Background: an optimization exercise with open tools, aiming at small area, a short achievable clock period and few clock cycles per item. Do not read the settings as production practice. Function was checked by simulation only, so behaviour that the tests miss may differ from the original.

## design/flow/run.sh

```bash
#!/bin/bash
# synth_recipe.tcl (not shown) runs the flow's synth.tcl, then flattens the netlist and writes it again
# the make line also repeats each setting of config.mk as NAME=value (left out here)
make -C /OpenROAD-flow-scripts/flow DESIGN_CONFIG=/design/flow/config.mk WORK_HOME=/design/flow/orfs CLKGATE_MAP_FILE= SYNTH_SCRIPT=/design/flow/synth_recipe.tcl finish
```

## design/flow/design.v

```verilog
module imb_pattern_rom (
    input  wire [10:0] cw,
    output wire [12:0] pattern
);
    reg  [12:0] low;
    reg  [12:0] high;
    wire [12:0] low_rev;
    always @(*) begin
        case (cw[10:1])
            10'd0: low = 13'h001F;
            10'd1: low = 13'h002F;
            10'd2: low = 13'h0037;
            10'd3: low = 13'h003B;
            10'd4: low = 13'h003D;
            10'd5: low = 13'h003E;
            10'd6: low = 13'h004F;
            10'd7: low = 13'h0057;
            10'd8: low = 13'h005B;
            10'd9: low = 13'h005D;
            10'd10: low = 13'h005E;
            10'd11: low = 13'h0067;
            10'd12: low = 13'h006B;
            10'd13: low = 13'h006D;
            10'd14: low = 13'h006E;
            10'd15: low = 13'h0073;
            10'd16: low = 13'h0075;
            10'd17: low = 13'h0076;
            10'd18: low = 13'h0079;
            10'd19: low = 13'h007A;
            10'd20: low = 13'h007C;
            10'd21: low = 13'h008F;
            10'd22: low = 13'h0097;
            10'd23: low = 13'h009B;
            10'd24: low = 13'h009D;
            10'd25: low = 13'h009E;
            10'd26: low = 13'h00A7;
            10'd27: low = 13'h00AB;
            10'd28: low = 13'h00AD;
            10'd29: low = 13'h00AE;
            10'd30: low = 13'h00B3;
            10'd31: low = 13'h00B5;
            10'd32: low = 13'h00B6;
            10'd33: low = 13'h00B9;
            10'd34: low = 13'h00BA;
            10'd35: low = 13'h00BC;
            10'd36: low = 13'h00C7;
            10'd37: low = 13'h00CB;
            10'd38: low = 13'h00CD;
            10'd39: low = 13'h00CE;
            10'd40: low = 13'h00D3;
            10'd41: low = 13'h00D5;
            10'd42: low = 13'h00D6;
            10'd43: low = 13'h00D9;
            10'd44: low = 13'h00DA;
            10'd45: low = 13'h00DC;
            10'd46: low = 13'h00E3;
            10'd47: low = 13'h00E5;
            10'd48: low = 13'h00E6;
            10'd49: low = 13'h00E9;
            10'd50: low = 13'h00EA;
            10'd51: low = 13'h00EC;
            10'd52: low = 13'h00F1;
            10'd53: low = 13'h00F2;
            10'd54: low = 13'h00F4;
            10'd55: low = 13'h00F8;
            10'd56: low = 13'h010F;
            10'd57: low = 13'h0117;
            10'd58: low = 13'h011B;
            10'd59: low = 13'h011D;
            10'd60: low = 13'h011E;
            10'd61: low = 13'h0127;
            10'd62: low = 13'h012B;
            10'd63: low = 13'h012D;
            10'd64: low = 13'h012E;
            10'd65: low = 13'h0133;
            10'd66: low = 13'h0135;
            10'd67: low = 13'h0136;
            10'd68: low = 13'h0139;
            10'd69: low = 13'h013A;
            10'd70: low = 13'h013C;
            10'd71: low = 13'h0147;
            10'd72: low = 13'h014B;
            10'd73: low = 13'h014D;
            10'd74: low = 13'h014E;
            10'd75: low = 13'h0153;
            10'd76: low = 13'h0155;
            10'd77: low = 13'h0156;
            10'd78: low = 13'h0159;
            10'd79: low = 13'h015A;
            10'd80: low = 13'h015C;
            10'd81: low = 13'h0163;
            10'd82: low = 13'h0165;
            10'd83: low = 13'h0166;
            10'd84: low = 13'h0169;
            10'd85: low = 13'h016A;
            10'd86: low = 13'h016C;
            10'd87: low = 13'h0171;
            10'd88: low = 13'h0172;
            10'd89: low = 13'h0174;
            10'd90: low = 13'h0178;
            10'd91: low = 13'h0187;
            10'd92: low = 13'h018B;
            10'd93: low = 13'h018D;
            10'd94: low = 13'h018E;
            10'd95: low = 13'h0193;
            10'd96: low = 13'h0195;
            10'd97: low = 13'h0196;
            10'd98: low = 13'h0199;
            10'd99: low = 13'h019A;
            10'd100: low = 13'h019C;
            10'd101: low = 13'h01A3;
            10'd102: low = 13'h01A5;
            10'd103: low = 13'h01A6;
            10'd104: low = 13'h01A9;
            10'd105: low = 13'h01AA;
            10'd106: low = 13'h01AC;
            10'd107: low = 13'h01B1;
            10'd108: low = 13'h01B2;
            10'd109: low = 13'h01B4;
            10'd110: low = 13'h01B8;
            10'd111: low = 13'h01C3;
            10'd112: low = 13'h01C5;
            10'd113: low = 13'h01C6;
            10'd114: low = 13'h01C9;
            10'd115: low = 13'h01CA;
            10'd116: low = 13'h01CC;
            10'd117: low = 13'h01D1;
            10'd118: low = 13'h01D2;
            10'd119: low = 13'h01D4;
            10'd120: low = 13'h01D8;
            10'd121: low = 13'h01E1;
            10'd122: low = 13'h01E2;
            10'd123: low = 13'h01E4;
            10'd124: low = 13'h01E8;
            10'd125: low = 13'h020F;
            10'd126: low = 13'h0217;
            10'd127: low = 13'h021B;
            10'd128: low = 13'h021D;
            10'd129: low = 13'h021E;
            10'd130: low = 13'h0227;
            10'd131: low = 13'h022B;
            10'd132: low = 13'h022D;
            10'd133: low = 13'h022E;
            10'd134: low = 13'h0233;
            10'd135: low = 13'h0235;
            10'd136: low = 13'h0236;
            10'd137: low = 13'h0239;
            10'd138: low = 13'h023A;
            10'd139: low = 13'h023C;
            10'd140: low = 13'h0247;
            10'd141: low = 13'h024B;
            10'd142: low = 13'h024D;
            10'd143: low = 13'h024E;
            10'd144: low = 13'h0253;
            10'd145: low = 13'h0255;
            10'd146: low = 13'h0256;
            10'd147: low = 13'h0259;
            10'd148: low = 13'h025A;
            10'd149: low = 13'h025C;
            10'd150: low = 13'h0263;
            10'd151: low = 13'h0265;
            10'd152: low = 13'h0266;
            10'd153: low = 13'h0269;
            10'd154: low = 13'h026A;
            10'd155: low = 13'h026C;
            10'd156: low = 13'h0271;
            10'd157: low = 13'h0272;
            10'd158: low = 13'h0274;
            10'd159: low = 13'h0278;
            10'd160: low = 13'h0287;
            10'd161: low = 13'h028B;
            10'd162: low = 13'h028D;
            10'd163: low = 13'h028E;
            10'd164: low = 13'h0293;
            10'd165: low = 13'h0295;
            10'd166: low = 13'h0296;
            10'd167: low = 13'h0299;
            10'd168: low = 13'h029A;
            10'd169: low = 13'h029C;
            10'd170: low = 13'h02A3;
            10'd171: low = 13'h02A5;
            10'd172: low = 13'h02A6;
            10'd173: low = 13'h02A9;
            10'd174: low = 13'h02AA;
            10'd175: low = 13'h02AC;
            10'd176: low = 13'h02B1;
            10'd177: low = 13'h02B2;
            10'd178: low = 13'h02B4;
            10'd179: low = 13'h02B8;
            10'd180: low = 13'h02C3;
            10'd181: low = 13'h02C5;
            10'd182: low = 13'h02C6;
            10'd183: low = 13'h02C9;
            10'd184: low = 13'h02CA;
            10'd185: low = 13'h02CC;
            10'd186: low = 13'h02D1;
            10'd187: low = 13'h02D2;
            10'd188: low = 13'h02D4;
            10'd189: low = 13'h02D8;
            10'd190: low = 13'h02E1;
            10'd191: low = 13'h02E2;
            10'd192: low = 13'h02E4;
            10'd193: low = 13'h0307;
            10'd194: low = 13'h030B;
            10'd195: low = 13'h030D;
            10'd196: low = 13'h030E;
            10'd197: low = 13'h0313;
            10'd198: low = 13'h0315;
            10'd199: low = 13'h0316;
            10'd200: low = 13'h0319;
            10'd201: low = 13'h031A;
            10'd202: low = 13'h031C;
            10'd203: low = 13'h0323;
            10'd204: low = 13'h0325;
            10'd205: low = 13'h0326;
            10'd206: low = 13'h0329;
            10'd207: low = 13'h032A;
            10'd208: low = 13'h032C;
            10'd209: low = 13'h0331;
            10'd210: low = 13'h0332;
            10'd211: low = 13'h0334;
            10'd212: low = 13'h0338;
            10'd213: low = 13'h0343;
            10'd214: low = 13'h0345;
            10'd215: low = 13'h0346;
            10'd216: low = 13'h0349;
            10'd217: low = 13'h034A;
            10'd218: low = 13'h034C;
            10'd219: low = 13'h0351;
            10'd220: low = 13'h0352;
            10'd221: low = 13'h0354;
            10'd222: low = 13'h0361;
            10'd223: low = 13'h0362;
            10'd224: low = 13'h0364;
            10'd225: low = 13'h0383;
            10'd226: low = 13'h0385;
            10'd227: low = 13'h0386;
            10'd228: low = 13'h0389;
            10'd229: low = 13'h038A;
            10'd230: low = 13'h038C;
            10'd231: low = 13'h0391;
            10'd232: low = 13'h0392;
            10'd233: low = 13'h0394;
            10'd234: low = 13'h03A1;
            10'd235: low = 13'h03A2;
            10'd236: low = 13'h03A4;
            10'd237: low = 13'h03C1;
            10'd238: low = 13'h03C2;
            10'd239: low = 13'h03C4;
            10'd240: low = 13'h040F;
            10'd241: low = 13'h0417;
            10'd242: low = 13'h041B;
            10'd243: low = 13'h041D;
            10'd244: low = 13'h041E;
            10'd245: low = 13'h0427;
            10'd246: low = 13'h042B;
            10'd247: low = 13'h042D;
            10'd248: low = 13'h042E;
            10'd249: low = 13'h0433;
            10'd250: low = 13'h0435;
            10'd251: low = 13'h0436;
            10'd252: low = 13'h0439;
            10'd253: low = 13'h043A;
            10'd254: low = 13'h043C;
            10'd255: low = 13'h0447;
            10'd256: low = 13'h044B;
            10'd257: low = 13'h044D;
            10'd258: low = 13'h044E;
            10'd259: low = 13'h0453;
            10'd260: low = 13'h0455;
            10'd261: low = 13'h0456;
            10'd262: low = 13'h0459;
            10'd263: low = 13'h045A;
            10'd264: low = 13'h045C;
            10'd265: low = 13'h0463;
            10'd266: low = 13'h0465;
            10'd267: low = 13'h0466;
            10'd268: low = 13'h0469;
            10'd269: low = 13'h046A;
            10'd270: low = 13'h046C;
            10'd271: low = 13'h0471;
            10'd272: low = 13'h0472;
            10'd273: low = 13'h0474;
            10'd274: low = 13'h0487;
            10'd275: low = 13'h048B;
            10'd276: low = 13'h048D;
            10'd277: low = 13'h048E;
            10'd278: low = 13'h0493;
            10'd279: low = 13'h0495;
            10'd280: low = 13'h0496;
            10'd281: low = 13'h0499;
            10'd282: low = 13'h049A;
            10'd283: low = 13'h049C;
            10'd284: low = 13'h04A3;
            10'd285: low = 13'h04A5;
            10'd286: low = 13'h04A6;
            10'd287: low = 13'h04A9;
            10'd288: low = 13'h04AA;
            10'd289: low = 13'h04AC;
            10'd290: low = 13'h04B1;
            10'd291: low = 13'h04B2;
            10'd292: low = 13'h04B4;
            10'd293: low = 13'h04C3;
            10'd294: low = 13'h04C5;
            10'd295: low = 13'h04C6;
            10'd296: low = 13'h04C9;
            10'd297: low = 13'h04CA;
            10'd298: low = 13'h04CC;
            10'd299: low = 13'h04D1;
            10'd300: low = 13'h04D2;
            10'd301: low = 13'h04D4;
            10'd302: low = 13'h04E1;
            10'd303: low = 13'h04E2;
            10'd304: low = 13'h0507;
            10'd305: low = 13'h050B;
            10'd306: low = 13'h050D;
            10'd307: low = 13'h050E;
            10'd308: low = 13'h0513;
            10'd309: low = 13'h0515;
            10'd310: low = 13'h0516;
            10'd311: low = 13'h0519;
            10'd312: low = 13'h051A;
            10'd313: low = 13'h051C;
            10'd314: low = 13'h0523;
            10'd315: low = 13'h0525;
            10'd316: low = 13'h0526;
            10'd317: low = 13'h0529;
            10'd318: low = 13'h052A;
            10'd319: low = 13'h052C;
            10'd320: low = 13'h0531;
            10'd321: low = 13'h0532;
            10'd322: low = 13'h0534;
            10'd323: low = 13'h0543;
            10'd324: low = 13'h0545;
            10'd325: low = 13'h0546;
            10'd326: low = 13'h0549;
            10'd327: low = 13'h054A;
            10'd328: low = 13'h054C;
            10'd329: low = 13'h0551;
            10'd330: low = 13'h0552;
            10'd331: low = 13'h0561;
            10'd332: low = 13'h0562;
            10'd333: low = 13'h0583;
            10'd334: low = 13'h0585;
            10'd335: low = 13'h0586;
            10'd336: low = 13'h0589;
            10'd337: low = 13'h058A;
            10'd338: low = 13'h058C;
            10'd339: low = 13'h0591;
            10'd340: low = 13'h0592;
            10'd341: low = 13'h05A1;
            10'd342: low = 13'h05A2;
            10'd343: low = 13'h05C1;
            10'd344: low = 13'h05C2;
            10'd345: low = 13'h0607;
            10'd346: low = 13'h060B;
            10'd347: low = 13'h060D;
            10'd348: low = 13'h060E;
            10'd349: low = 13'h0613;
            10'd350: low = 13'h0615;
            10'd351: low = 13'h0616;
            10'd352: low = 13'h0619;
            10'd353: low = 13'h061A;
            10'd354: low = 13'h061C;
            10'd355: low = 13'h0623;
            10'd356: low = 13'h0625;
            10'd357: low = 13'h0626;
            10'd358: low = 13'h0629;
            10'd359: low = 13'h062A;
            10'd360: low = 13'h062C;
            10'd361: low = 13'h0631;
            10'd362: low = 13'h0632;
            10'd363: low = 13'h0643;
            10'd364: low = 13'h0645;
            10'd365: low = 13'h0646;
            10'd366: low = 13'h0649;
            10'd367: low = 13'h064A;
            10'd368: low = 13'h0651;
            10'd369: low = 13'h0652;
            10'd370: low = 13'h0661;
            10'd371: low = 13'h0662;
            10'd372: low = 13'h0683;
            10'd373: low = 13'h0685;
            10'd374: low = 13'h0686;
            10'd375: low = 13'h0689;
            10'd376: low = 13'h068A;
            10'd377: low = 13'h0691;
            10'd378: low = 13'h0692;
            10'd379: low = 13'h06A1;
            10'd380: low = 13'h06A2;
            10'd381: low = 13'h06C1;
            10'd382: low = 13'h06C2;
            10'd383: low = 13'h0703;
            10'd384: low = 13'h0705;
            10'd385: low = 13'h0706;
            10'd386: low = 13'h0709;
            10'd387: low = 13'h070A;
            10'd388: low = 13'h0711;
            10'd389: low = 13'h0712;
            10'd390: low = 13'h0721;
            10'd391: low = 13'h0722;
            10'd392: low = 13'h0741;
            10'd393: low = 13'h0742;
            10'd394: low = 13'h0781;
            10'd395: low = 13'h0782;
            10'd396: low = 13'h080F;
            10'd397: low = 13'h0817;
            10'd398: low = 13'h081B;
            10'd399: low = 13'h081D;
            10'd400: low = 13'h081E;
            10'd401: low = 13'h0827;
            10'd402: low = 13'h082B;
            10'd403: low = 13'h082D;
            10'd404: low = 13'h082E;
            10'd405: low = 13'h0833;
            10'd406: low = 13'h0835;
            10'd407: low = 13'h0836;
            10'd408: low = 13'h0839;
            10'd409: low = 13'h083A;
            10'd410: low = 13'h0847;
            10'd411: low = 13'h084B;
            10'd412: low = 13'h084D;
            10'd413: low = 13'h084E;
            10'd414: low = 13'h0853;
            10'd415: low = 13'h0855;
            10'd416: low = 13'h0856;
            10'd417: low = 13'h0859;
            10'd418: low = 13'h085A;
            10'd419: low = 13'h0863;
            10'd420: low = 13'h0865;
            10'd421: low = 13'h0866;
            10'd422: low = 13'h0869;
            10'd423: low = 13'h086A;
            10'd424: low = 13'h0871;
            10'd425: low = 13'h0872;
            10'd426: low = 13'h0887;
            10'd427: low = 13'h088B;
            10'd428: low = 13'h088D;
            10'd429: low = 13'h088E;
            10'd430: low = 13'h0893;
            10'd431: low = 13'h0895;
            10'd432: low = 13'h0896;
            10'd433: low = 13'h0899;
            10'd434: low = 13'h089A;
            10'd435: low = 13'h08A3;
            10'd436: low = 13'h08A5;
            10'd437: low = 13'h08A6;
            10'd438: low = 13'h08A9;
            10'd439: low = 13'h08AA;
            10'd440: low = 13'h08B1;
            10'd441: low = 13'h08B2;
            10'd442: low = 13'h08C3;
            10'd443: low = 13'h08C5;
            10'd444: low = 13'h08C6;
            10'd445: low = 13'h08C9;
            10'd446: low = 13'h08CA;
            10'd447: low = 13'h08D1;
            10'd448: low = 13'h08D2;
            10'd449: low = 13'h08E1;
            10'd450: low = 13'h0907;
            10'd451: low = 13'h090B;
            10'd452: low = 13'h090D;
            10'd453: low = 13'h090E;
            10'd454: low = 13'h0913;
            10'd455: low = 13'h0915;
            10'd456: low = 13'h0916;
            10'd457: low = 13'h0919;
            10'd458: low = 13'h091A;
            10'd459: low = 13'h0923;
            10'd460: low = 13'h0925;
            10'd461: low = 13'h0926;
            10'd462: low = 13'h0929;
            10'd463: low = 13'h092A;
            10'd464: low = 13'h0931;
            10'd465: low = 13'h0932;
            10'd466: low = 13'h0943;
            10'd467: low = 13'h0945;
            10'd468: low = 13'h0946;
            10'd469: low = 13'h0949;
            10'd470: low = 13'h094A;
            10'd471: low = 13'h0951;
            10'd472: low = 13'h0961;
            10'd473: low = 13'h0983;
            10'd474: low = 13'h0985;
            10'd475: low = 13'h0986;
            10'd476: low = 13'h0989;
            10'd477: low = 13'h098A;
            10'd478: low = 13'h0991;
            10'd479: low = 13'h09A1;
            10'd480: low = 13'h09C1;
            10'd481: low = 13'h0A07;
            10'd482: low = 13'h0A0B;
            10'd483: low = 13'h0A0D;
            10'd484: low = 13'h0A0E;
            10'd485: low = 13'h0A13;
            10'd486: low = 13'h0A15;
            10'd487: low = 13'h0A16;
            10'd488: low = 13'h0A19;
            10'd489: low = 13'h0A1A;
            10'd490: low = 13'h0A23;
            10'd491: low = 13'h0A25;
            10'd492: low = 13'h0A26;
            10'd493: low = 13'h0A29;
            10'd494: low = 13'h0A2A;
            10'd495: low = 13'h0A31;
            10'd496: low = 13'h0A43;
            10'd497: low = 13'h0A45;
            10'd498: low = 13'h0A46;
            10'd499: low = 13'h0A49;
            10'd500: low = 13'h0A51;
            10'd501: low = 13'h0A61;
            10'd502: low = 13'h0A83;
            10'd503: low = 13'h0A85;
            10'd504: low = 13'h0A86;
            10'd505: low = 13'h0A89;
            10'd506: low = 13'h0A91;
            10'd507: low = 13'h0AA1;
            10'd508: low = 13'h0AC1;
            10'd509: low = 13'h0B03;
            10'd510: low = 13'h0B05;
            10'd511: low = 13'h0B06;
            10'd512: low = 13'h0B09;
            10'd513: low = 13'h0B11;
            10'd514: low = 13'h0B21;
            10'd515: low = 13'h0B41;
            10'd516: low = 13'h0B81;
            10'd517: low = 13'h0C07;
            10'd518: low = 13'h0C0B;
            10'd519: low = 13'h0C0D;
            10'd520: low = 13'h0C0E;
            10'd521: low = 13'h0C13;
            10'd522: low = 13'h0C15;
            10'd523: low = 13'h0C16;
            10'd524: low = 13'h0C19;
            10'd525: low = 13'h0C23;
            10'd526: low = 13'h0C25;
            10'd527: low = 13'h0C26;
            10'd528: low = 13'h0C29;
            10'd529: low = 13'h0C31;
            10'd530: low = 13'h0C43;
            10'd531: low = 13'h0C45;
            10'd532: low = 13'h0C49;
            10'd533: low = 13'h0C51;
            10'd534: low = 13'h0C61;
            10'd535: low = 13'h0C83;
            10'd536: low = 13'h0C85;
            10'd537: low = 13'h0C89;
            10'd538: low = 13'h0C91;
            10'd539: low = 13'h0CA1;
            10'd540: low = 13'h0CC1;
            10'd541: low = 13'h0D03;
            10'd542: low = 13'h0D05;
            10'd543: low = 13'h0D09;
            10'd544: low = 13'h0D11;
            10'd545: low = 13'h0D21;
            10'd546: low = 13'h0D41;
            10'd547: low = 13'h0D81;
            10'd548: low = 13'h0E03;
            10'd549: low = 13'h0E05;
            10'd550: low = 13'h0E09;
            10'd551: low = 13'h0E11;
            10'd552: low = 13'h0E21;
            10'd553: low = 13'h0E41;
            10'd554: low = 13'h0E81;
            10'd555: low = 13'h0F01;
            10'd556: low = 13'h100F;
            10'd557: low = 13'h1017;
            10'd558: low = 13'h101B;
            10'd559: low = 13'h101D;
            10'd560: low = 13'h1027;
            10'd561: low = 13'h102B;
            10'd562: low = 13'h102D;
            10'd563: low = 13'h1033;
            10'd564: low = 13'h1035;
            10'd565: low = 13'h1039;
            10'd566: low = 13'h1047;
            10'd567: low = 13'h104B;
            10'd568: low = 13'h104D;
            10'd569: low = 13'h1053;
            10'd570: low = 13'h1055;
            10'd571: low = 13'h1059;
            10'd572: low = 13'h1063;
            10'd573: low = 13'h1065;
            10'd574: low = 13'h1069;
            10'd575: low = 13'h1071;
            10'd576: low = 13'h1087;
            10'd577: low = 13'h108B;
            10'd578: low = 13'h108D;
            10'd579: low = 13'h1093;
            10'd580: low = 13'h1095;
            10'd581: low = 13'h1099;
            10'd582: low = 13'h10A3;
            10'd583: low = 13'h10A5;
            10'd584: low = 13'h10A9;
            10'd585: low = 13'h10B1;
            10'd586: low = 13'h10C3;
            10'd587: low = 13'h10C5;
            10'd588: low = 13'h10C9;
            10'd589: low = 13'h10D1;
            10'd590: low = 13'h1107;
            10'd591: low = 13'h110B;
            10'd592: low = 13'h110D;
            10'd593: low = 13'h1113;
            10'd594: low = 13'h1115;
            10'd595: low = 13'h1119;
            10'd596: low = 13'h1123;
            10'd597: low = 13'h1125;
            10'd598: low = 13'h1129;
            10'd599: low = 13'h1131;
            10'd600: low = 13'h1143;
            10'd601: low = 13'h1145;
            10'd602: low = 13'h1149;
            10'd603: low = 13'h1183;
            10'd604: low = 13'h1185;
            10'd605: low = 13'h1189;
            10'd606: low = 13'h1207;
            10'd607: low = 13'h120B;
            10'd608: low = 13'h120D;
            10'd609: low = 13'h1213;
            10'd610: low = 13'h1215;
            10'd611: low = 13'h1219;
            10'd612: low = 13'h1223;
            10'd613: low = 13'h1225;
            10'd614: low = 13'h1229;
            10'd615: low = 13'h1243;
            10'd616: low = 13'h1245;
            10'd617: low = 13'h1283;
            10'd618: low = 13'h1285;
            10'd619: low = 13'h1303;
            10'd620: low = 13'h1305;
            10'd621: low = 13'h1407;
            10'd622: low = 13'h140B;
            10'd623: low = 13'h140D;
            10'd624: low = 13'h1413;
            10'd625: low = 13'h1415;
            10'd626: low = 13'h1423;
            10'd627: low = 13'h1425;
            10'd628: low = 13'h1443;
            10'd629: low = 13'h1483;
            10'd630: low = 13'h1503;
            10'd631: low = 13'h1603;
            10'd632: low = 13'h1807;
            10'd633: low = 13'h180B;
            10'd634: low = 13'h1813;
            10'd635: low = 13'h1823;
            default: low = 13'bx;
        endcase
    end
    always @(*) begin
        case (cw[6:0])
            7'd0: high = 13'h08E2;   
            7'd1: high = 13'h064C;   
            7'd2: high = 13'h0554;   
            7'd3: high = 13'h04E4;   
            7'd4: high = 13'h0358;   
            7'd5: high = 13'h02E8;   
            7'd6: high = 13'h01F0;   
            7'd7: high = 13'h0003;   
            7'd8: high = 13'h1800;   
            7'd9: high = 13'h0005;   
            7'd10: high = 13'h1400;   
            7'd11: high = 13'h0006;   
            7'd12: high = 13'h0C00;   
            7'd13: high = 13'h0009;   
            7'd14: high = 13'h1200;   
            7'd15: high = 13'h000A;   
            7'd16: high = 13'h0A00;   
            7'd17: high = 13'h000C;   
            7'd18: high = 13'h0600;   
            7'd19: high = 13'h0011;   
            7'd20: high = 13'h1100;   
            7'd21: high = 13'h0012;   
            7'd22: high = 13'h0900;   
            7'd23: high = 13'h0014;   
            7'd24: high = 13'h0500;   
            7'd25: high = 13'h0018;   
            7'd26: high = 13'h0300;   
            7'd27: high = 13'h0021;   
            7'd28: high = 13'h1080;   
            7'd29: high = 13'h0022;   
            7'd30: high = 13'h0880;   
            7'd31: high = 13'h0024;   
            7'd32: high = 13'h0480;   
            7'd33: high = 13'h0028;   
            7'd34: high = 13'h0280;   
            7'd35: high = 13'h0030;   
            7'd36: high = 13'h0180;   
            7'd37: high = 13'h0041;   
            7'd38: high = 13'h1040;   
            7'd39: high = 13'h0042;   
            7'd40: high = 13'h0840;   
            7'd41: high = 13'h0044;   
            7'd42: high = 13'h0440;   
            7'd43: high = 13'h0048;   
            7'd44: high = 13'h0240;   
            7'd45: high = 13'h0050;   
            7'd46: high = 13'h0140;   
            7'd47: high = 13'h0060;   
            7'd48: high = 13'h00C0;   
            7'd49: high = 13'h0081;   
            7'd50: high = 13'h1020;   
            7'd51: high = 13'h0082;   
            7'd52: high = 13'h0820;   
            7'd53: high = 13'h0084;   
            7'd54: high = 13'h0420;   
            7'd55: high = 13'h0088;   
            7'd56: high = 13'h0220;   
            7'd57: high = 13'h0090;   
            7'd58: high = 13'h0120;   
            7'd59: high = 13'h0101;   
            7'd60: high = 13'h1010;   
            7'd61: high = 13'h0102;   
            7'd62: high = 13'h0810;   
            7'd63: high = 13'h0104;   
            7'd64: high = 13'h0410;   
            7'd65: high = 13'h0108;   
            7'd66: high = 13'h0210;   
            7'd67: high = 13'h0201;   
            7'd68: high = 13'h1008;   
            7'd69: high = 13'h0202;   
            7'd70: high = 13'h0808;   
            7'd71: high = 13'h0204;   
            7'd72: high = 13'h0408;   
            7'd73: high = 13'h0401;   
            7'd74: high = 13'h1004;   
            7'd75: high = 13'h0402;   
            7'd76: high = 13'h0804;   
            7'd77: high = 13'h0801;   
            7'd78: high = 13'h1002;   
            7'd79: high = 13'h1001;   
            7'd80: high = 13'h0802;   
            7'd81: high = 13'h0404;   
            7'd82: high = 13'h0208;   
            7'd83: high = 13'h0110;   
            7'd84: high = 13'h00A0;   
            7'd120: high = 13'h1843;   
            7'd121: high = 13'h1445;   
            7'd122: high = 13'h1249;   
            7'd123: high = 13'h1151;   
            7'd124: high = 13'h10E1;   
            7'd125: high = 13'h0C46;   
            7'd126: high = 13'h0A4A;   
            7'd127: high = 13'h0952;   
            default: high = 13'bx;
        endcase
    end
    genvar i;
    generate
        for (i = 0; i < 13; i = i + 1) begin : g_rev
            assign low_rev[i] = low[12 - i];
        end
    endgenerate
    assign pattern = (cw >= 11'd1272) ? high : (cw[0] ? low_rev : low);
endmodule
module imb_encoder (
    input  wire         clk,
    input  wire         rst,         
    input  wire         in_valid,
    output wire         in_ready,
    input  wire [103:0] in_value,
    output wire         out_valid,
    input  wire         out_ready,
    output wire [129:0] out_bars,    
    output wire [10:0]  out_fcs,
    output wire         out_ovf,     
    output wire         out_err      
);
    localparam integer K = 4;        
    localparam integer N = 26;       
    localparam integer R = 4;        
    localparam integer S = 1;        
    reg  [4:0]  fb;             
    reg         xv;             
    reg  [4:0]  xb;             
    reg  [K-1:0] xc;            
    wire        stall;
    wire [103:0] vpad = in_value;
    reg  [K-1:0] chunk;
    always @(*) begin
        case (fb)
            5'd0: chunk = vpad[103:100];
            5'd1: chunk = vpad[99:96];
            5'd2: chunk = vpad[95:92];
            5'd3: chunk = vpad[91:88];
            5'd4: chunk = vpad[87:84];
            5'd5: chunk = vpad[83:80];
            5'd6: chunk = vpad[79:76];
            5'd7: chunk = vpad[75:72];
            5'd8: chunk = vpad[71:68];
            5'd9: chunk = vpad[67:64];
            5'd10: chunk = vpad[63:60];
            5'd11: chunk = vpad[59:56];
            5'd12: chunk = vpad[55:52];
            5'd13: chunk = vpad[51:48];
            5'd14: chunk = vpad[47:44];
            5'd15: chunk = vpad[43:40];
            5'd16: chunk = vpad[39:36];
            5'd17: chunk = vpad[35:32];
            5'd18: chunk = vpad[31:28];
            5'd19: chunk = vpad[27:24];
            5'd20: chunk = vpad[23:20];
            5'd21: chunk = vpad[19:16];
            5'd22: chunk = vpad[15:12];
            5'd23: chunk = vpad[11:8];
            5'd24: chunk = vpad[7:4];
            5'd25: chunk = vpad[3:0];
            default: chunk = {K{1'bx}};
        endcase
    end
    assign in_ready = (fb == 5'd25) && !stall;
    reg  [9:0]  d0;             
    reg  [10:0] dh [1:9];       
    reg  [10:0] crc;
    reg         ovfa;           
    reg  [3:0]  li;             
    reg  [12:0] pat [0:9];
    reg  [10:0] fcs_o;
    reg         ovf_o, err_o, val_o;
    reg  [9:0]  live, first;
    reg  [3:0]  lmax;
    always @(*) begin
        case (xb)
            5'd0: begin live = 10'b0000000001; first = 10'b0000000001; lmax = 4'd0; end
            5'd1: begin live = 10'b0000000001; first = 10'b0000000000; lmax = 4'd0; end
            5'd2: begin live = 10'b0000000011; first = 10'b0000000010; lmax = 4'd1; end
            5'd3: begin live = 10'b0000000011; first = 10'b0000000000; lmax = 4'd1; end
            5'd4: begin live = 10'b0000000111; first = 10'b0000000100; lmax = 4'd2; end
            5'd5: begin live = 10'b0000000111; first = 10'b0000000000; lmax = 4'd2; end
            5'd6: begin live = 10'b0000000111; first = 10'b0000000000; lmax = 4'd2; end
            5'd7: begin live = 10'b0000001111; first = 10'b0000001000; lmax = 4'd3; end
            5'd8: begin live = 10'b0000001111; first = 10'b0000000000; lmax = 4'd3; end
            5'd9: begin live = 10'b0000001111; first = 10'b0000000000; lmax = 4'd3; end
            5'd10: begin live = 10'b0000011111; first = 10'b0000010000; lmax = 4'd4; end
            5'd11: begin live = 10'b0000011111; first = 10'b0000000000; lmax = 4'd4; end
            5'd12: begin live = 10'b0000111111; first = 10'b0000100000; lmax = 4'd5; end
            5'd13: begin live = 10'b0000111111; first = 10'b0000000000; lmax = 4'd5; end
            5'd14: begin live = 10'b0000111111; first = 10'b0000000000; lmax = 4'd5; end
            5'd15: begin live = 10'b0001111111; first = 10'b0001000000; lmax = 4'd6; end
            5'd16: begin live = 10'b0001111111; first = 10'b0000000000; lmax = 4'd6; end
            5'd17: begin live = 10'b0011111111; first = 10'b0010000000; lmax = 4'd7; end
            5'd18: begin live = 10'b0011111111; first = 10'b0000000000; lmax = 4'd7; end
            5'd19: begin live = 10'b0011111111; first = 10'b0000000000; lmax = 4'd7; end
            5'd20: begin live = 10'b0111111111; first = 10'b0100000000; lmax = 4'd8; end
            5'd21: begin live = 10'b0111111111; first = 10'b0000000000; lmax = 4'd8; end
            5'd22: begin live = 10'b0111111111; first = 10'b0000000000; lmax = 4'd8; end
            5'd23: begin live = 10'b1111111111; first = 10'b1000000000; lmax = 4'd9; end
            5'd24: begin live = 10'b1111111111; first = 10'b0000000000; lmax = 4'd9; end
            5'd25: begin live = 10'b1111111111; first = 10'b0000000000; lmax = 4'd9; end
            default: begin live = 10'bx; first = 10'bx; lmax = 4'bx; end
        endcase
    end
    assign stall = xv && (((li != 4'd10) && (li < lmax)) ||
                          ((xb == 5'd25) && (val_o || li != 4'd10 || ia != 4'd10)));
    wire        adv = xv && !stall;
    wire        last = adv && (xb == 5'd25);
    function [4:0] cl0(input [5:0] h);
        case (h)
            6'd0: cl0 = 5'd0;
            6'd1: cl0 = 5'd0;
            6'd2: cl0 = 5'd0;
            6'd3: cl0 = 5'd1;
            6'd4: cl0 = 5'd1;
            6'd5: cl0 = 5'd2;
            6'd6: cl0 = 5'd2;
            6'd7: cl0 = 5'd2;
            6'd8: cl0 = 5'd3;
            6'd9: cl0 = 5'd3;
            6'd10: cl0 = 5'd4;
            6'd11: cl0 = 5'd4;
            6'd12: cl0 = 5'd4;
            6'd13: cl0 = 5'd5;
            6'd14: cl0 = 5'd5;
            6'd15: cl0 = 5'd6;
            6'd16: cl0 = 5'd6;
            6'd17: cl0 = 5'd6;
            6'd18: cl0 = 5'd7;
            6'd19: cl0 = 5'd7;
            6'd20: cl0 = 5'd8;
            6'd21: cl0 = 5'd8;
            6'd22: cl0 = 5'd8;
            6'd23: cl0 = 5'd9;
            6'd24: cl0 = 5'd9;
            6'd25: cl0 = 5'd10;
            6'd26: cl0 = 5'd10;
            6'd27: cl0 = 5'd10;
            6'd28: cl0 = 5'd11;
            6'd29: cl0 = 5'd11;
            6'd30: cl0 = 5'd12;
            6'd31: cl0 = 5'd12;
            6'd32: cl0 = 5'd12;
            6'd33: cl0 = 5'd13;
            6'd34: cl0 = 5'd13;
            6'd35: cl0 = 5'd14;
            6'd36: cl0 = 5'd14;
            6'd37: cl0 = 5'd14;
            6'd38: cl0 = 5'd15;
            6'd39: cl0 = 5'd15;
            6'd40: cl0 = 5'd16;
            6'd41: cl0 = 5'd16;
            6'd42: cl0 = 5'd16;
            6'd43: cl0 = 5'd17;
            6'd44: cl0 = 5'd17;
            6'd45: cl0 = 5'd18;
            6'd46: cl0 = 5'd18;
            6'd47: cl0 = 5'd18;
            6'd48: cl0 = 5'd19;
            6'd49: cl0 = 5'd19;
            6'd50: cl0 = 5'd20;
            6'd51: cl0 = 5'd20;
            6'd52: cl0 = 5'd20;
            6'd53: cl0 = 5'd21;
            6'd54: cl0 = 5'd21;
            6'd55: cl0 = 5'd22;
            6'd56: cl0 = 5'd22;
            6'd57: cl0 = 5'd22;
            6'd58: cl0 = 5'd23;
            6'd59: cl0 = 5'd23;
            6'd60: cl0 = 5'd24;
            6'd61: cl0 = 5'd24;
            6'd62: cl0 = 5'd24;
            6'd63: cl0 = 5'd25;
        endcase
    endfunction
    function [9:0] cm0(input [5:0] h);
        case (h)
            6'd0: cm0 = 10'd0;
            6'd1: cm0 = 10'd0;
            6'd2: cm0 = 10'd0;
            6'd3: cm0 = 10'd636;
            6'd4: cm0 = 10'd636;
            6'd5: cm0 = 10'd248;
            6'd6: cm0 = 10'd248;
            6'd7: cm0 = 10'd248;
            6'd8: cm0 = 10'd884;
            6'd9: cm0 = 10'd884;
            6'd10: cm0 = 10'd496;
            6'd11: cm0 = 10'd496;
            6'd12: cm0 = 10'd496;
            6'd13: cm0 = 10'd108;
            6'd14: cm0 = 10'd108;
            6'd15: cm0 = 10'd744;
            6'd16: cm0 = 10'd744;
            6'd17: cm0 = 10'd744;
            6'd18: cm0 = 10'd356;
            6'd19: cm0 = 10'd356;
            6'd20: cm0 = 10'd992;
            6'd21: cm0 = 10'd992;
            6'd22: cm0 = 10'd992;
            6'd23: cm0 = 10'd604;
            6'd24: cm0 = 10'd604;
            6'd25: cm0 = 10'd216;
            6'd26: cm0 = 10'd216;
            6'd27: cm0 = 10'd216;
            6'd28: cm0 = 10'd852;
            6'd29: cm0 = 10'd852;
            6'd30: cm0 = 10'd464;
            6'd31: cm0 = 10'd464;
            6'd32: cm0 = 10'd464;
            6'd33: cm0 = 10'd76;
            6'd34: cm0 = 10'd76;
            6'd35: cm0 = 10'd712;
            6'd36: cm0 = 10'd712;
            6'd37: cm0 = 10'd712;
            6'd38: cm0 = 10'd324;
            6'd39: cm0 = 10'd324;
            6'd40: cm0 = 10'd960;
            6'd41: cm0 = 10'd960;
            6'd42: cm0 = 10'd960;
            6'd43: cm0 = 10'd572;
            6'd44: cm0 = 10'd572;
            6'd45: cm0 = 10'd184;
            6'd46: cm0 = 10'd184;
            6'd47: cm0 = 10'd184;
            6'd48: cm0 = 10'd820;
            6'd49: cm0 = 10'd820;
            6'd50: cm0 = 10'd432;
            6'd51: cm0 = 10'd432;
            6'd52: cm0 = 10'd432;
            6'd53: cm0 = 10'd44;
            6'd54: cm0 = 10'd44;
            6'd55: cm0 = 10'd680;
            6'd56: cm0 = 10'd680;
            6'd57: cm0 = 10'd680;
            6'd58: cm0 = 10'd292;
            6'd59: cm0 = 10'd292;
            6'd60: cm0 = 10'd928;
            6'd61: cm0 = 10'd928;
            6'd62: cm0 = 10'd928;
            6'd63: cm0 = 10'd540;
        endcase
    endfunction
    function [4:0] clh(input [5:0] h);
        case (h)
            6'd0: clh = 5'd0;
            6'd1: clh = 5'd0;
            6'd2: clh = 5'd0;
            6'd3: clh = 5'd1;
            6'd4: clh = 5'd1;
            6'd5: clh = 5'd1;
            6'd6: clh = 5'd2;
            6'd7: clh = 5'd2;
            6'd8: clh = 5'd3;
            6'd9: clh = 5'd3;
            6'd10: clh = 5'd3;
            6'd11: clh = 5'd4;
            6'd12: clh = 5'd4;
            6'd13: clh = 5'd4;
            6'd14: clh = 5'd5;
            6'd15: clh = 5'd5;
            6'd16: clh = 5'd6;
            6'd17: clh = 5'd6;
            6'd18: clh = 5'd6;
            6'd19: clh = 5'd7;
            6'd20: clh = 5'd7;
            6'd21: clh = 5'd7;
            6'd22: clh = 5'd8;
            6'd23: clh = 5'd8;
            6'd24: clh = 5'd9;
            6'd25: clh = 5'd9;
            6'd26: clh = 5'd9;
            6'd27: clh = 5'd10;
            6'd28: clh = 5'd10;
            6'd29: clh = 5'd10;
            6'd30: clh = 5'd11;
            6'd31: clh = 5'd11;
            6'd32: clh = 5'd12;
            6'd33: clh = 5'd12;
            6'd34: clh = 5'd12;
            6'd35: clh = 5'd13;
            6'd36: clh = 5'd13;
            6'd37: clh = 5'd13;
            6'd38: clh = 5'd14;
            6'd39: clh = 5'd14;
            6'd40: clh = 5'd15;
            6'd41: clh = 5'd15;
            6'd42: clh = 5'd15;
            6'd43: clh = 5'd16;
            6'd44: clh = 5'd16;
            6'd45: clh = 5'd16;
            6'd46: clh = 5'd17;
            6'd47: clh = 5'd17;
            6'd48: clh = 5'd18;
            6'd49: clh = 5'd18;
            6'd50: clh = 5'd18;
            6'd51: clh = 5'd19;
            6'd52: clh = 5'd19;
            6'd53: clh = 5'd19;
            6'd54: clh = 5'd20;
            6'd55: clh = 5'd20;
            6'd56: clh = 5'd21;
            6'd57: clh = 5'd21;
            6'd58: clh = 5'd21;
            6'd59: clh = 5'd22;
            6'd60: clh = 5'd22;
            6'd61: clh = 5'd22;
            6'd62: clh = 5'd23;
            6'd63: clh = 5'd23;
        endcase
    endfunction
    function [10:0] cmh(input [5:0] h);
        case (h)
            6'd0: cmh = 11'd0;
            6'd1: cmh = 11'd0;
            6'd2: cmh = 11'd0;
            6'd3: cmh = 11'd1365;
            6'd4: cmh = 11'd1365;
            6'd5: cmh = 11'd1365;
            6'd6: cmh = 11'd682;
            6'd7: cmh = 11'd682;
            6'd8: cmh = 11'd2047;
            6'd9: cmh = 11'd2047;
            6'd10: cmh = 11'd2047;
            6'd11: cmh = 11'd1364;
            6'd12: cmh = 11'd1364;
            6'd13: cmh = 11'd1364;
            6'd14: cmh = 11'd681;
            6'd15: cmh = 11'd681;
            6'd16: cmh = 11'd2046;
            6'd17: cmh = 11'd2046;
            6'd18: cmh = 11'd2046;
            6'd19: cmh = 11'd1363;
            6'd20: cmh = 11'd1363;
            6'd21: cmh = 11'd1363;
            6'd22: cmh = 11'd680;
            6'd23: cmh = 11'd680;
            6'd24: cmh = 11'd2045;
            6'd25: cmh = 11'd2045;
            6'd26: cmh = 11'd2045;
            6'd27: cmh = 11'd1362;
            6'd28: cmh = 11'd1362;
            6'd29: cmh = 11'd1362;
            6'd30: cmh = 11'd679;
            6'd31: cmh = 11'd679;
            6'd32: cmh = 11'd2044;
            6'd33: cmh = 11'd2044;
            6'd34: cmh = 11'd2044;
            6'd35: cmh = 11'd1361;
            6'd36: cmh = 11'd1361;
            6'd37: cmh = 11'd1361;
            6'd38: cmh = 11'd678;
            6'd39: cmh = 11'd678;
            6'd40: cmh = 11'd2043;
            6'd41: cmh = 11'd2043;
            6'd42: cmh = 11'd2043;
            6'd43: cmh = 11'd1360;
            6'd44: cmh = 11'd1360;
            6'd45: cmh = 11'd1360;
            6'd46: cmh = 11'd677;
            6'd47: cmh = 11'd677;
            6'd48: cmh = 11'd2042;
            6'd49: cmh = 11'd2042;
            6'd50: cmh = 11'd2042;
            6'd51: cmh = 11'd1359;
            6'd52: cmh = 11'd1359;
            6'd53: cmh = 11'd1359;
            6'd54: cmh = 11'd676;
            6'd55: cmh = 11'd676;
            6'd56: cmh = 11'd2041;
            6'd57: cmh = 11'd2041;
            6'd58: cmh = 11'd2041;
            6'd59: cmh = 11'd1358;
            6'd60: cmh = 11'd1358;
            6'd61: cmh = 11'd1358;
            6'd62: cmh = 11'd675;
            6'd63: cmh = 11'd675;
        endcase
    endfunction
    reg  [9:0]  s0;
    reg  [10:0] sh [1:9];
    reg  [4:0]  c0;
    reg  [4:0]  ch [1:9];
    reg  [10:0] sc;
    reg         so;
    integer     i, s;
    always @(*) begin
        sc = (xb == 5'd0) ? 11'h7FF : crc;
        s0 = first[0] ? 10'd0 : d0;
        for (s = 1; s < 10; s = s + 1)
            sh[s] = first[s] ? 11'd0 : dh[s];
        so = 1'b0;
        for (i = S - 1; i >= 0; i = i - 1) begin
            c0 = cl0(s0[9:4]);
            for (s = 1; s < 10; s = s + 1)
                ch[s] = clh(sh[s][10:5]);
            so = so | (live[9] & (|ch[9]));
            for (s = 9; s >= 2; s = s - 1)
                sh[s] = {sh[s][6:0], 4'd0} + ch[s-1] - cmh(sh[s][10:5]);
            sh[1] = {sh[1][6:0], 4'd0} + c0 - cmh(sh[1][10:5]);
            s0 = {s0[5:0], 4'd0} + xc[i*R +: R] - cm0(s0[9:4]);
        end
    end
    reg  [3:0] crcmask;
    always @(*) begin
        case (xb)
            5'd0: crcmask = 4'b0011;
            5'd1: crcmask = 4'b1111;
            5'd2: crcmask = 4'b1111;
            5'd3: crcmask = 4'b1111;
            5'd4: crcmask = 4'b1111;
            5'd5: crcmask = 4'b1111;
            5'd6: crcmask = 4'b1111;
            5'd7: crcmask = 4'b1111;
            5'd8: crcmask = 4'b1111;
            5'd9: crcmask = 4'b1111;
            5'd10: crcmask = 4'b1111;
            5'd11: crcmask = 4'b1111;
            5'd12: crcmask = 4'b1111;
            5'd13: crcmask = 4'b1111;
            5'd14: crcmask = 4'b1111;
            5'd15: crcmask = 4'b1111;
            5'd16: crcmask = 4'b1111;
            5'd17: crcmask = 4'b1111;
            5'd18: crcmask = 4'b1111;
            5'd19: crcmask = 4'b1111;
            5'd20: crcmask = 4'b1111;
            5'd21: crcmask = 4'b1111;
            5'd22: crcmask = 4'b1111;
            5'd23: crcmask = 4'b1111;
            5'd24: crcmask = 4'b1111;
            5'd25: crcmask = 4'b1111;
            default: crcmask = {K{1'bx}};
        endcase
    end
    reg  [10:0] cn;
    reg         cfb;
    always @(*) begin
        cn = sc;
        for (i = K - 1; i >= 0; i = i - 1) begin
            cfb = cn[10] ^ xc[i];
            if (crcmask[i])
                cn = {cn[9:0], 1'b0} ^ (cfb ? 11'h735 : 11'h000);
        end
    end
    reg  [10:0] sel;
    always @(*) begin
        case (li)
            4'd0: sel = {1'b0, d0};
            4'd1: sel = dh[1];
            4'd2: sel = dh[2];
            4'd3: sel = dh[3];
            4'd4: sel = dh[4];
            4'd5: sel = dh[5];
            4'd6: sel = dh[6];
            4'd7: sel = dh[7];
            4'd8: sel = dh[8];
            4'd9: sel = dh[9];
            default: sel = 11'bx;
        endcase
    end
    reg         nc;
    reg  [10:0] ca_a, ca_b;     
    reg         ga;
    reg  [3:0]  ia;             
    wire        ncin = nc & (li != 4'd0);
    wire [11:0] nt   = {1'b0, sel} + {11'd0, ncin};
    wire        nge  = (li == 4'd0) ? (nt >= 12'd636) : (nt >= 12'd1365);
    wire [11:0] ntm0 = nt - 12'd636;
    wire [11:0] ntm  = nt - 12'd1365;
    wire [11:0] ntp  = nt + 12'd659;
    wire [11:0] ntq  = nt - 12'd706;
    reg  [10:0] nca, ncb;
    always @(*) begin
        if (li == 4'd0) begin
            nca = {nt[9:0], 1'b0};
            ncb = {ntm0[9:0], 1'b0};
        end else if (li == 4'd9 && fcs_o[10]) begin
            nca = ntp[10:0];
            ncb = ntq[10:0];
        end else begin
            nca = nt[10:0];
            ncb = ntm[10:0];
        end
    end
    wire [10:0] lcw = ga ? ca_b : ca_a;
    wire [12:0] rom_pat;
    imb_pattern_rom u_rom (.cw(lcw), .pattern(rom_pat));
    always @(posedge clk) begin
        if (rst) begin
            fb    <= 5'd0;
            xv    <= 1'b0;
            li    <= 4'd10;
            ia    <= 4'd10;
            val_o <= 1'b0;
        end else begin
            if (!stall) begin
                xv <= in_valid;
                if (in_valid) begin
                    xb <= fb;
                    xc <= chunk;
                    fb <= (fb == 5'd25) ? 5'd0 : fb + 5'd1;
                end
            end
            ia <= li;
            if (li != 4'd10)
                li <= li + 4'd1;
            if (last)
                li <= 4'd0;
            if (ia == 4'd9)
                val_o <= 1'b1;
            else if (out_ready)
                val_o <= 1'b0;
        end
        if (adv) begin
            if (live[0]) d0 <= s0;
            if (live[1]) dh[1] <= sh[1];
            if (live[2]) dh[2] <= sh[2];
            if (live[3]) dh[3] <= sh[3];
            if (live[4]) dh[4] <= sh[4];
            if (live[5]) dh[5] <= sh[5];
            if (live[6]) dh[6] <= sh[6];
            if (live[7]) dh[7] <= sh[7];
            if (live[8]) dh[8] <= sh[8];
            if (live[9]) dh[9] <= sh[9];
            crc  <= cn;
            ovfa <= ((xb == 5'd0) ? 1'b0 : ovfa) | so;
        end
        if (last) begin
            fcs_o <= cn;
            ovf_o <= ovfa | so;
        end
        ca_a <= nca;
        ca_b <= ncb;
        ga   <= nge;
        nc   <= nge;
        if (li == 4'd9 && nge)
            ovf_o <= 1'b1;
        if (ia == 4'd9)
            err_o <= lcw > 11'd1364;
        case (ia)
            4'd0: pat[9] <= rom_pat ^ {13{fcs_o[9]}};
            4'd1: pat[8] <= rom_pat ^ {13{fcs_o[8]}};
            4'd2: pat[7] <= rom_pat ^ {13{fcs_o[7]}};
            4'd3: pat[6] <= rom_pat ^ {13{fcs_o[6]}};
            4'd4: pat[5] <= rom_pat ^ {13{fcs_o[5]}};
            4'd5: pat[4] <= rom_pat ^ {13{fcs_o[4]}};
            4'd6: pat[3] <= rom_pat ^ {13{fcs_o[3]}};
            4'd7: pat[2] <= rom_pat ^ {13{fcs_o[2]}};
            4'd8: pat[1] <= rom_pat ^ {13{fcs_o[1]}};
            4'd9: pat[0] <= rom_pat ^ {13{fcs_o[0]}};
            default: ;
        endcase
    end
    assign out_valid = val_o;
    assign out_fcs   = fcs_o;
    assign out_ovf   = ovf_o;
    assign out_err   = err_o;
    assign out_bars[  1:  0] = {pat[7][ 2], pat[4][ 3]};   
    assign out_bars[  3:  2] = {pat[1][10], pat[0][ 0]};   
    assign out_bars[  5:  4] = {pat[9][12], pat[2][ 8]};   
    assign out_bars[  7:  6] = {pat[5][ 5], pat[6][11]};   
    assign out_bars[  9:  8] = {pat[8][ 9], pat[3][ 1]};   
    assign out_bars[ 11: 10] = {pat[0][ 1], pat[5][12]};   
    assign out_bars[ 13: 12] = {pat[2][ 5], pat[1][ 8]};   
    assign out_bars[ 15: 14] = {pat[4][ 4], pat[9][11]};   
    assign out_bars[ 17: 16] = {pat[6][ 3], pat[8][10]};   
    assign out_bars[ 19: 18] = {pat[3][ 9], pat[7][ 6]};   
    assign out_bars[ 21: 20] = {pat[5][11], pat[1][ 4]};   
    assign out_bars[ 23: 22] = {pat[8][ 5], pat[2][12]};   
    assign out_bars[ 25: 24] = {pat[9][10], pat[0][ 2]};   
    assign out_bars[ 27: 26] = {pat[7][ 1], pat[6][ 7]};   
    assign out_bars[ 29: 28] = {pat[3][ 6], pat[4][ 9]};   
    assign out_bars[ 31: 30] = {pat[0][ 3], pat[8][ 6]};   
    assign out_bars[ 33: 32] = {pat[6][ 4], pat[2][ 7]};   
    assign out_bars[ 35: 34] = {pat[1][ 1], pat[9][ 9]};   
    assign out_bars[ 37: 36] = {pat[7][10], pat[5][ 2]};   
    assign out_bars[ 39: 38] = {pat[4][ 0], pat[3][ 8]};   
    assign out_bars[ 41: 40] = {pat[6][ 2], pat[0][ 4]};   
    assign out_bars[ 43: 42] = {pat[8][11], pat[1][ 0]};   
    assign out_bars[ 45: 44] = {pat[9][ 8], pat[3][12]};   
    assign out_bars[ 47: 46] = {pat[2][ 6], pat[7][ 7]};   
    assign out_bars[ 49: 48] = {pat[5][ 1], pat[4][10]};   
    assign out_bars[ 51: 50] = {pat[1][12], pat[6][ 9]};   
    assign out_bars[ 53: 52] = {pat[7][ 3], pat[8][ 0]};   
    assign out_bars[ 55: 54] = {pat[5][ 8], pat[9][ 7]};   
    assign out_bars[ 57: 56] = {pat[4][ 6], pat[2][10]};   
    assign out_bars[ 59: 58] = {pat[3][ 4], pat[0][ 5]};   
    assign out_bars[ 61: 60] = {pat[8][ 4], pat[5][ 7]};   
    assign out_bars[ 63: 62] = {pat[7][11], pat[1][ 9]};   
    assign out_bars[ 65: 64] = {pat[6][ 0], pat[9][ 6]};   
    assign out_bars[ 67: 66] = {pat[0][ 6], pat[4][ 8]};   
    assign out_bars[ 69: 68] = {pat[2][ 1], pat[3][ 2]};   
    assign out_bars[ 71: 70] = {pat[5][ 9], pat[8][12]};   
    assign out_bars[ 73: 72] = {pat[4][11], pat[6][ 1]};   
    assign out_bars[ 75: 74] = {pat[9][ 5], pat[7][ 4]};   
    assign out_bars[ 77: 76] = {pat[3][ 3], pat[1][ 2]};   
    assign out_bars[ 79: 78] = {pat[0][ 7], pat[2][ 0]};   
    assign out_bars[ 81: 80] = {pat[1][ 3], pat[4][ 1]};   
    assign out_bars[ 83: 82] = {pat[6][10], pat[3][ 5]};   
    assign out_bars[ 85: 84] = {pat[8][ 7], pat[9][ 4]};   
    assign out_bars[ 87: 86] = {pat[2][11], pat[5][ 6]};   
    assign out_bars[ 89: 88] = {pat[0][ 8], pat[7][12]};   
    assign out_bars[ 91: 90] = {pat[4][ 2], pat[8][ 1]};   
    assign out_bars[ 93: 92] = {pat[5][10], pat[3][ 0]};   
    assign out_bars[ 95: 94] = {pat[9][ 3], pat[0][ 9]};   
    assign out_bars[ 97: 96] = {pat[6][ 5], pat[2][ 4]};   
    assign out_bars[ 99: 98] = {pat[7][ 8], pat[1][ 7]};   
    assign out_bars[101:100] = {pat[5][ 0], pat[4][ 5]};   
    assign out_bars[103:102] = {pat[2][ 3], pat[0][10]};   
    assign out_bars[105:104] = {pat[6][12], pat[9][ 2]};   
    assign out_bars[107:106] = {pat[3][11], pat[1][ 6]};   
    assign out_bars[109:108] = {pat[8][ 8], pat[7][ 9]};   
    assign out_bars[111:110] = {pat[5][ 4], pat[0][11]};   
    assign out_bars[113:112] = {pat[1][ 5], pat[2][ 2]};   
    assign out_bars[115:114] = {pat[9][ 1], pat[4][12]};   
    assign out_bars[117:116] = {pat[8][ 3], pat[6][ 6]};   
    assign out_bars[119:118] = {pat[7][ 0], pat[3][ 7]};   
    assign out_bars[121:120] = {pat[4][ 7], pat[7][ 5]};   
    assign out_bars[123:122] = {pat[0][12], pat[1][11]};   
    assign out_bars[125:124] = {pat[2][ 9], pat[9][ 0]};   
    assign out_bars[127:126] = {pat[6][ 8], pat[5][ 3]};   
    assign out_bars[129:128] = {pat[3][10], pat[8][ 2]};   
endmodule
```

## design/flow/config.mk

```make
export PLATFORM = sky130hd
export DESIGN_NAME = imb_encoder
export DESIGN_NICKNAME = imb_encoder
export VERILOG_FILES = /design/flow/design.v
export SDC_FILE = /design/flow/constraint.sdc
export NUM_CORES = 4
export LEC_CHECK = 0
export CAP_MARGIN = 20
export CELL_PAD_IN_SITES_DETAIL_PLACEMENT = 2
export CELL_PAD_IN_SITES_GLOBAL_PLACEMENT = 4
export CORE_MARGIN = 2
export CORE_UTILIZATION = 20
export GPL_ROUTABILITY_DRIVEN = 1
export PLACE_DENSITY = 0.3
export SLEW_MARGIN = 20
export SYNTH_MEMORY_MAX_BITS = 32768
```

## design/flow/constraint.sdc

```tcl
create_clock -name core_clock -period 8.0 [get_ports {clk}]
set_input_delay 1.6000 -clock core_clock [delete_from_list [all_inputs] [get_ports {clk}]]
set_output_delay 1.6000 -clock core_clock [all_outputs]
set_load 0.01 [all_outputs]
```

==> flow_metrics.tcl <==
set metrics [dict create \
    fin_skew_ns 0.0666 \
    arrival_ns 6.60 \
    postSynthAreaPerCell_sq_um 8.38 \
    cap_violations 0 \
    cp_data_required_time_ns 8.38 \
    worst_pin_slew_ns 1.17 \
    p_leak_nw 13.8 \
    hold_path_class "reg -> reg" \
    cts.clk_slew.worst_paths_ns 0.06 \
    cts_made_buffers 49 \
    post-cts-setup-buffers 0 \
    finish.instance_area_sq_mm 0.0381 \
    grt_pass1_vias 33800 \
    setup_ws_ns 1.78 \
    die_area_sq_mm 0.162 \
    fmax_mhz 161 \
    ioPinCount 253 \
    cts_resized 0 \
    ys.flop_type "edfxtp_1" \
    vias 31100 \
    cts.sinks 334 \
    gr-total-overflow 0 \
    powerDensity_mw_per_mm2 536 \
    synthArstFlopShare_pct 0 \
    grt_pass1_wl_microns 261000 \
    setup_viol 0 \
    first_iter_violations 1889 \
    synth_edf_count 272 \
    fin_setup_tns_ns 0 \
    syn_nets 4120 \
    multi_input_comb_area_sq_mm 0.0204 \
    initial_core_util_pct 20.1 \
    cts_buffer_depth 3 \
    outcome "finished clean" \
    rsz0062_at_grt "no" \
    worstSetupEndpointType "flop" \
    syn_inst 3779 \
    drv_slew 0 \
    relSlewSlack_pct 21.3 \
    die_w_microns 402 \
    critPathLaunchType "flop" \
    grt_start_max_net_pins 136 \
    path_max_fanout 45 \
    ys_warn_count 6 \
    cts_root_buf "clkbuf_16" \
    path_class "reg -> reg" \
    drive_gt1_share_pct 8.36 \
    p_total_mw 20.4 \
    dpl_cell_area_sq_mm 0.0364 \
    ys_seq_area_share_pct 29.7 \
    yosysUniqueCellTypes 112 \
    post-place-ws_ns 1.83 \
    ir_worst_vdd_v 0.000254 \
    antenna_found_initial 4 \
    viasPerCell 5.19 \
    nets 4212 \
    gp_congestion 0.867 \
    finalCriticalPeriod_ns 6.22 \
    drc 0 \
    row_count 146 \
    post_drt_wl_per_cell_microns 30.4 \
    core_sq_mm 0.158 \
    wl_microns 182000 \
    synth_area_sq_mm 0.0317 \
    dp_hpwl_microns 136000 \
    yosys_register_bits 334 \
    dr.pass1.iters 6 \
    die_h_microns 402 \
    track_usage_pct 22.0 \
    htreeDepth 2 \
    finalHoldViolCount 0 \
    ant_nets 0 \
    cts_tree "done" \
    io_buffers 252 \
    area_growth_pct 20.4 \
    period_share_pct 77.8 \
    clk_latency_ns 0.67 \
    regArea_sq_mm 0.00942 \
    holdBufCountCts 0 \
    layout.filler_cells 18000 \
]
## report_power, final
part	internal, mW	switching (mW)
Clock	1.32	0.965
Sequential	2.92	0.585
Combinational	4.90	9.74
Total	9.15	11.3
## Yosys cell counts, types with 66 or more instances
master	instances	area share [%]
a21oi_1	364	5.8
buf_2	73	1.2
clkbuf_1	187	2.2
edfxtp_1	272	26
ha_1	215	8.5
inv_1	155	1.8
nand2_1	268	3.2
nand3_1	91	1.4
nor2_1	338	4.0
nor2b_1	112	2.2
nor3_1	66	1.0
o21ai_0	236	3.7
xnor2_1	182	5.0
xor2_1	117	3.2
## through the flow
| stage | hold WS, ns | util [%] | cells |
|---|---|---|---|
| 2_1_floorplan | 0.406 | - | 3779 |
| 3_3_place_gp | 0.496 | 23.1 | 5891 |
| 3_5_place_dp | 0.498 | 23.1 | 5892 |
| 4_1_cts | 0.510 | 24.1 | 5984 |
| 5_1_grt | 0.519 | 24.2 | 5984 |
| 6_report | 0.496 | 24.2 | 5987 |
## layout by cell type, fill, tap and decap left out, types with 41 or more instances in the layout
cell type and n:
a21oi_1 362, nor2_1 336, edfxtp_1 272, nand2_1 266, clkdlybuf4s50_1 252, o21ai_0 234
ha_1 215, xnor2_1 181, inv_1 155, xor2_1 117, nor2b_1 111, buf_4 107
nand3_1 90, nor3_1 60, a31oi_1 60, dfxtp_1 58, nand2b_1 53, o211ai_1 50
clkbuf_16 49, a211oi_1 48, o21bai_1 44, a21o_1 41
## cells by family (layout without fill, tap and decap cells)
group	Yosys count	count (layout)	synth area share (%)
muxes	76	76	2.76
xor gates and xnor gates	314	314	9.11
and+or+nand+nor	1077	1077	16.2
AOI/OAI and AO/OA	1257	1257	25.9
buffers and inverters	485	618	6.57
DFF	334	334	29.7
adders and majority gates	236	236	9.73
other	0	3	0
## worst paths after layout
kind | startpoint | end | slack (ns) | depth (start not counted)
setup reg to reg | ga | pat[9][11] | 1.78 | 15
hold reg to reg | xc[1] | d0[1] | 0.50 | 0
hold / removal | xc[1] | d0[1] | 0.50 | 0
setup / recovery | ga | pat[9][11] | 1.78 | 15
## per-layer routing
metal  global-route usage, %  wire length (microns)
met5                       0                      0
met4                    7.45                   6620
met3                    2.46                   6690
met2                    39.0                  90500
met1                    27.5                  78300
## registers in the layout, indices dropped and copies added (netlist names), 9 cells and up
name,count
crc,11
ca_b,11
first,10
live,9
dh,99
ca_a,11
d0,10
fcs_o,11
pat,130
## worst max-delay path, stage by stage (launching register included)
cell and delay [ns]:
dfxtp_4 0.75, mux2i_4 0.70, buf_4 0.28, ha_1 0.79, inv_1 0.37, a211o_1 0.37
o21ai_0 0.24, nor2_1 0.09, a311oi_1 0.28, a21oi_1 0.07, a21oi_1 0.17, o31ai_1 0.19
buf_4 0.19, nor3_1 0.45, a2bb2oi_2 0.81, xnor2_1 0.15
## area by class of cell
type                       count  share of cell area (%)
antenna                        3                  0.0197
clock buffer                  61                    3.47
clock inverter                31                   0.906
inverter                     164                    1.62
multi-input combinational   2960                    53.6
sequential                   334                    24.7
tap                         2072                    6.80
timing repair buffer         362                    8.88
Testbench counts, summed over its fixed seeds: cycles 5,096, items 192.

-- separate check: timing with driven ports --
How much do the figures lean on ideal ports? The routed layout below was timed once more, with nothing changed but the port constraints.
Step 1 (the two cells are an assumption about what drives the block):
set clk [get_ports {clk}]
set_driving_cell -lib_cell sky130_fd_sc_hd__clkbuf_16 $clk
set_driving_cell -lib_cell sky130_fd_sc_hd__buf_2 [delete_from_list [all_inputs] $clk]
Step 2 adds t to the input delays and takes it off the output delays; t is the mean of the earliest and latest rising clock arrival at the registers after step 1. Input paths then give back, and output paths get back, about the clock's delay inside the block.
a / b / c = ideal ports / drivers / drivers and shift; a / b = the first two.
t (ns): 0.709
slack for setup (ns): 1.775 / 1.775 / 1.775
clock arrival spread, ns: 0.068 / 0.068
After both steps setup and hold are still met in this run. For this run, drivers alone change the setup slack by 0.000 ns; drivers and shift together by 0.000 ns.
